Source: an optimization exercise on an open RTL-to-GDS flow (aim: small area, a short achievable clock period and few clock cycles). Production flows keep margins and buffers that such runs may drop. Function was checked by simulation only, so behaviour that the tests miss may differ from the original. Power figures rest on the tool's default switching activity, not on a simulated workload.

==> flow/design.v, too long to show whole: its modules and the start of the top module <==
// module vs_tap_t0: 266 lines
// module vs_tap_t1: 266 lines
// module vs_tap_t2: 266 lines
// module vs_tap_t2n: 266 lines
// module vs_divider: 15 lines
// module vs_resampler: 493 lines
module vs_resampler (
    input  wire        clk,
    input  wire        rst,
    input  wire        start,
    input  wire [1:0]  method,        
    input  wire [14:0] src_w,
    input  wire [14:0] src_h,
    input  wire [14:0] dst_w,
    input  wire [14:0] dst_h,
    input  wire [31:0] src_base,
    input  wire [15:0] src_stride,
    input  wire [31:0] dst_base,
    input  wire [15:0] dst_stride,
    output wire        done,
    output wire        err,
    output wire        rd_en,
    output wire [31:0] rd_addr,
    input  wire [7:0]  rd_data,
    output wire        wr_en,
    output wire [31:0] wr_addr,
    output wire [7:0]  wr_data
);
  // ...
==> flow/flow/run.sh <==
#!/bin/bash
set -euo pipefail
bash standard.sh SETUP_SLACK_MARGIN=11.4 finish > make_finish.log 2>&1
==> flow/standard.sh <==
#!/bin/bash
# synth_recipe.tcl (not shown) runs the flow's synth.tcl, then flattens the netlist and writes it again
# the make line also repeats each setting of config.mk as NAME=value (left out here)
make -C /OpenROAD-flow-scripts/flow DESIGN_CONFIG=/design/flow/config.mk WORK_HOME=/design/flow/orfs CLKGATE_MAP_FILE= SYNTH_SCRIPT=/design/flow/synth_recipe.tcl "${@:-finish}"
==> flow/config.mk <==
export PLATFORM = sky130hd
export DESIGN_NAME = vs_resampler
export DESIGN_NICKNAME = vs_resampler
export VERILOG_FILES = /design/flow/design.v
export SDC_FILE = /design/flow/constraint.sdc
export NUM_CORES = 4
export LEC_CHECK = 0
export ABC_CLOCK_PERIOD_IN_PS = 6000
export CAP_MARGIN = 20
export CORE_MARGIN = 2
export CORE_UTILIZATION = 55
export SLEW_MARGIN = 20
export SYNTH_MEMORY_MAX_BITS = 65536
==> flow/constraint.sdc <==
create_clock -name core_clock -period 16.0 [get_ports {clk}]
set_input_delay 3.2000 -clock core_clock [delete_from_list [all_inputs] [get_ports {clk}]]
set_output_delay 3.2000 -clock core_clock [all_outputs]
set_load 0.01 [all_outputs]
==> key figures, run 1 <==
Status
  – Status: no timing/DRC/antenna violations

Synthesis
  – Post-synth top cells: nand2_1 (971), dfxtp_1 (812), ha_1 (748), nor2_1 (727), inv_1 (704)
  – Most frequent cell after synthesis: nand2_1
  – Adder-cell share of the synthesized area: 0.180
  – Compound-Gate Fraction of Synth Area: 0.187
  – Top-area cell type share of the netlist area: 0.191
  – EDFF count, synth: 394

Pwr
  – Maximum VDD drop: 0.138 mV
  – P_comb: 3.45 mW

Placed design
  – GP Congestion: 0.938
  – PortBufs: 244
  – Placed Cells: 11500

Critical path
  – Worst Setup EP: pa$_DFFE_PP_
  – Critical path startpoint: m4$_DFFE_PP_
  – Reg2reg setup slack: 11.40 ns
  – R2r startpoint: m4$_DFFE_PP_

Finish
  – Area of the multi-input gates: 52900 um2
  – Non-Filler Instances: 11800
  – Share of layout cells above drive strength 1: 0.0720
  – Antenna cells: 2
  – ClkCell Share: 0.0501

STA
  – Final WS setup: 11.40 ns

Clock tree
  – Clock root buffer: clkbuf_16
  – # H-tree levels: 4
  – CTS max path bufs: 3
  – Total clock sinks: 1206

Floorplanning
  – Rows: 144
  – Die Ht: 397 um
  – DIE WIDTH: 397 um
  – N_taps: 2044

Global route
  – Grt met1 use: 0.415

Worst hold path
  – Min-Delay Path Depth: 0
  – Worst hold path type: reg2reg

Route
  – Highest metal used: met5
  – DRC errors left: 0
Testbench counts, summed over its fixed seeds: cycles 159,765.
==> inputs of run 2 (changes only) <==
==> flow/flow/run.sh (replaced) <==
#!/bin/bash
set -euo pipefail
bash standard.sh SETUP_SLACK_MARGIN=11.6 finish > make_finish.log 2>&1
--- a/flow/config.mk
+++ b/flow/config.mk
@@ -9,5 +9,5 @@
 export CAP_MARGIN = 20
 export CORE_MARGIN = 2
-export CORE_UTILIZATION = 55
+export CORE_UTILIZATION = 60
 export SLEW_MARGIN = 20
 export SYNTH_MEMORY_MAX_BITS = 65536
==> run 2 against run 1 <==
  * Sequential power is essentially flat
  * Fmax up 1.3%
  * Sequential share of layout area fell by 0.18 points
  * Highest routed layer unchanged
  * Core utilization rose by 6.1 points
  * Still clean
  * Via count grew 1.8%
  * Setup slack better by 0.059 ns
  * Critical endpoint is now hprod_r[20]$_DFF_P_
  * Clock power fell by 2%
==> key figures, run 2 <==
Status
  – Status: no timing/DRC/antenna violations

Route
  – Routed Antenna Nets: 0
  – Pre-antenna DRT Iters: 8
  – DRC errors left: 0 (unchanged)
  – Final WL: 251000 um
  – DR vias/cell: 6.22
  – Post-detailed-route wirelength per cell: 21.4 um
  – Starting DRT DRC Count: 7482
  – Vias: 72900

STA
  – Worst hold slack: 0.314 ns
  – Slew Viols, Final: 0
  – RSZ-0062 raised after global routing: yes
  – Minimum clock period: 4.54 ns
  – Setup TNS Final: 0 ns
  – Setup Skew: 0.0481 ns
  – Max Freq: 0.220 GHz
  – Final Hold Viols: 0
  – Final WS setup: 11.46 ns (+0.0593 ns)
  – Final Cycle Share: 0.284
  – Max-slew headroom: 0.282
  – Worst slew pin tran: 1.08 ns
  – Setup Viol. Count Final: 0

Synthesis
  – EDFF count, synth: 394 (unchanged)
  – Mapped Area: 84900 um2
  – Syn_area_per_cell: 8.83 um2
  – Sequential share of the synthesized area: 0.331
  – Mapped Cells: 9623
  – Top-area cell type share of the netlist area: 0.191 (unchanged)
  – YS warnings: 4
  – Largest cells by area after synthesis: dfxtp_1 (19%), edfxtp_1 (14%), ha_1 (11%)
  – Area leader, netlist: dfxtp_1
  – Synth Net Count: 10800
  – Yosys reg bits: 1206
  – Netlist cell types: 92
  – Most frequent cell after synthesis: nand2_1
  – Post-synth top cells: nand2_1 (971), dfxtp_1 (812), ha_1 (748), nor2_1 (727), inv_1 (704)
  – Asr flop ratio synth: 0
  – Top_reg_cell synth: dfxtp_1

Placed design
  – Placed Cells: 11400 (-1.4%)
  – GP Congestion: 0.945 (+0.72%)
  – HPWL Detailed: 177000 um
  – Place WS: 10.31 ns
  – PortBufs: 244 (unchanged)
  – DP Area: 88800 um2

Clock tree
  – CTS max path bufs: 3 (unchanged)
  – Total clock sinks: 1206 (unchanged)
  – Reg clk slew, reported paths: 0.07 ns
  – # H-tree levels: 4 (unchanged)
  – Total CTS buffers: 135
  – Clock tree from TritonCTS: yes
  – Worst skew pair latency: 0.78 ns
  – Clock root buffer: clkbuf_16

Critical path
  – Most frequent cell on the critical path: fa_1
  – Worst Setup Start Kind: register
  – Slowest CP cell: fa_1
  – Crit path largest cell delay: 0.55 ns
  – Critical-path cell list: and2_4 > fa_1 > inv_2 > fa_1 > inv_1 > fa_1 > inv_1 > fa_1 > inv_2 > ha_4 > o21a_1 > o21ai_2 > nor2_2 > o31ai_4 > a2111oi_4 > nor4_2 > o31a_1 > buf_4 > xnor2_1
  – Type of the worst setup path: reg2reg
  – Worst Path Required: 16.65 ns
  – Worst-case reg-to-reg path depth: 19
  – CP Data Arrival Time: 5.19 ns
  – Worst-path fanout max: 6
  – Endpoint class of the critical path: register

Pwr
  – Maximum VDD drop: 0.130 mV (-6.3%)
  – Combinational group share of total power: 0.341
  – Lkg Pwr: 40.4 nW
  – PwrDens: 111 nW/um2
  – Psw: 3.57 mW
  – Total power: 10.6 mW
  – Net Sw Frac: 0.338
  – Internal Power: 6.99 mW
  – Clock network fraction of total power: 0.304
  – Register share of total power: 0.355

Floorplanning
  – Die area: 145000 um2
  – Rows: 138 (-4.2%)
  – # IOs: 245
  – DIE WIDTH: 380 um (-4.2%)
  – Die Ht: 380 um (-4.2%)
  – Initial core utilization: 0.602
  – Core region area: 141000 um2

Finish
  – Share of layout cells above drive strength 1: 0.0967 (+0.0247)
  – Non-Filler Instances: 11700 (-0.74%)
  – Area grow syn2layout: 12.4%
  – Most frequent cells in the layout: nand2_1 (958), ha_1 (725), dfxtp_1 (719), nor2_1 (717), inv_1 (691)
  – Cell area after layout: 95500 um2
  – Final net count: 10900
  – Layout Utilization: 0.677
  – Most common cell after layout, fill and taps aside: nand2_1

Worst hold path
  – Min-Delay Path Depth: 0 (unchanged)
  – Worst hold path type: reg2reg

Global route
  – First-pass GRT wire length: 391000 um
  – Gr usage total: 0.335
  – Largest net degree at the start of global routing: 78
  – Number of global-route vias before repair: 70500
  – Initial antenna violation count: 7
  – GRT overflow: 0

Run
  – Max Cap Viol: 0
[run 2: cell counts after synthesis]
Identical to the previous run, type by type.
[run 2: what timing repair did]
item                       CTS  global route
cloned                       8             5
setup buffers               54            54
hold buffers                 0             0
pin swaps                   39            88
setup endpoints to repair  434           264
gates resized for setup    483           209
[run 2: cells by family after synthesis]
kind of cell / synth area share
muxes: 0.0301
buffers and inverters: 0.0540
adders and majority gates: 0.180
AOI/OAI and AO/OA: 0.187
DFF: 0.331
and+or+nand+nor: 0.163
xor gates and xnor gates: 0.0551
[run 2: path summary, 6_finish.rpt]
check,from,to,slack [ns]
setup reg to reg,din[7]$_DFF_P_,hprod_r[20]$_DFF_P_,11.46
hold reg to reg,p1t$_DFF_P_,p2t$_DFF_P_,0.31
setup / recovery,din[7]$_DFF_P_,hprod_r[20]$_DFF_P_,11.46
hold / removal,p1t$_DFF_P_,p2t$_DFF_P_,0.31
[run 2: cell type report]
class,count,area [um2]
flip-flops and latches,1206,28300
multi-input cells,7219,53300
clock inverters,55,631
repair inverters,2,12.5
diodes,6,15.0
well taps,1890,2360
repair buffers,446,4150
fillers,11500,45600
clock buffers,193,4000
inverters,716,2750
[run 2: power groups by stage]
stage | clock network (mW) | logic [mW] | registers [mW]
after floorplan | 0 | 2.49 | 3.70
after global placement | 0 | 3.13 | 3.81
after detailed placement | 0 | 3.22 | 3.82
after CTS | 3.26 | 3.39 | 3.75
after global routing | 3.38 | 4.01 | 3.78
final | 3.21 | 3.60 | 3.75
[run 2: worst max-delay path: cells and delay by family (launching register included)]
kind | cells | cell delay (ns)
AO/OA/AOI/OAI | 5 | 0.96
XOR/XNOR | 1 | 0.11
adder cells (fa/ha/maj) | 5 | 2.30
buffers and inverters | 5 | 0.33
flip-flops | 1 | 0.38
AND/OR/NAND/NOR | 3 | 0.38
[run 2: routing by layer]
| layer | up-vias | track usage | wire length [um] |
|---|---|---|---|
| met5 | - | 0 | 38 |
| met3 | 621 | 0.0471 | 18400 |
| met1 | 34900 | 0.449 | 106000 |
| li1 | 34300 | - | - |
| met2 | 3086 | 0.540 | 115000 |
| met4 | 4 | 0.146 | 11900 |

## separate check: timing with driven ports
Ports are ideal in the flow. The routed layouts listed here were re-timed in OpenROAD. Step 1 assumes that a clkbuf_16 drives the clock port and a buf_2 every other input. Step 2 moves the port delays by t, midway between the first and last clock arrival at a register: inputs arrive t later, outputs are due t later. That takes back most of the time a late clock gives input paths. Three values: no drivers, after step 1, after step 2; two values: the first two.
| run | t (ns) | setup slack, ns | slew at the worst register clock pin (ns) |
|---|---|---|---|
| run 1 | 0.861 | 11.404 / 11.364 / 10.640 | 0.07 / 0.07 |
| run 2 | 0.845 | 11.464 / 11.406 / 10.856 | 0.07 / 0.07 |
After both steps setup and hold are still met in every run listed. For run 1, which loses most, drivers alone change the setup slack by -0.040 ns; drivers and shift together by -0.764 ns.
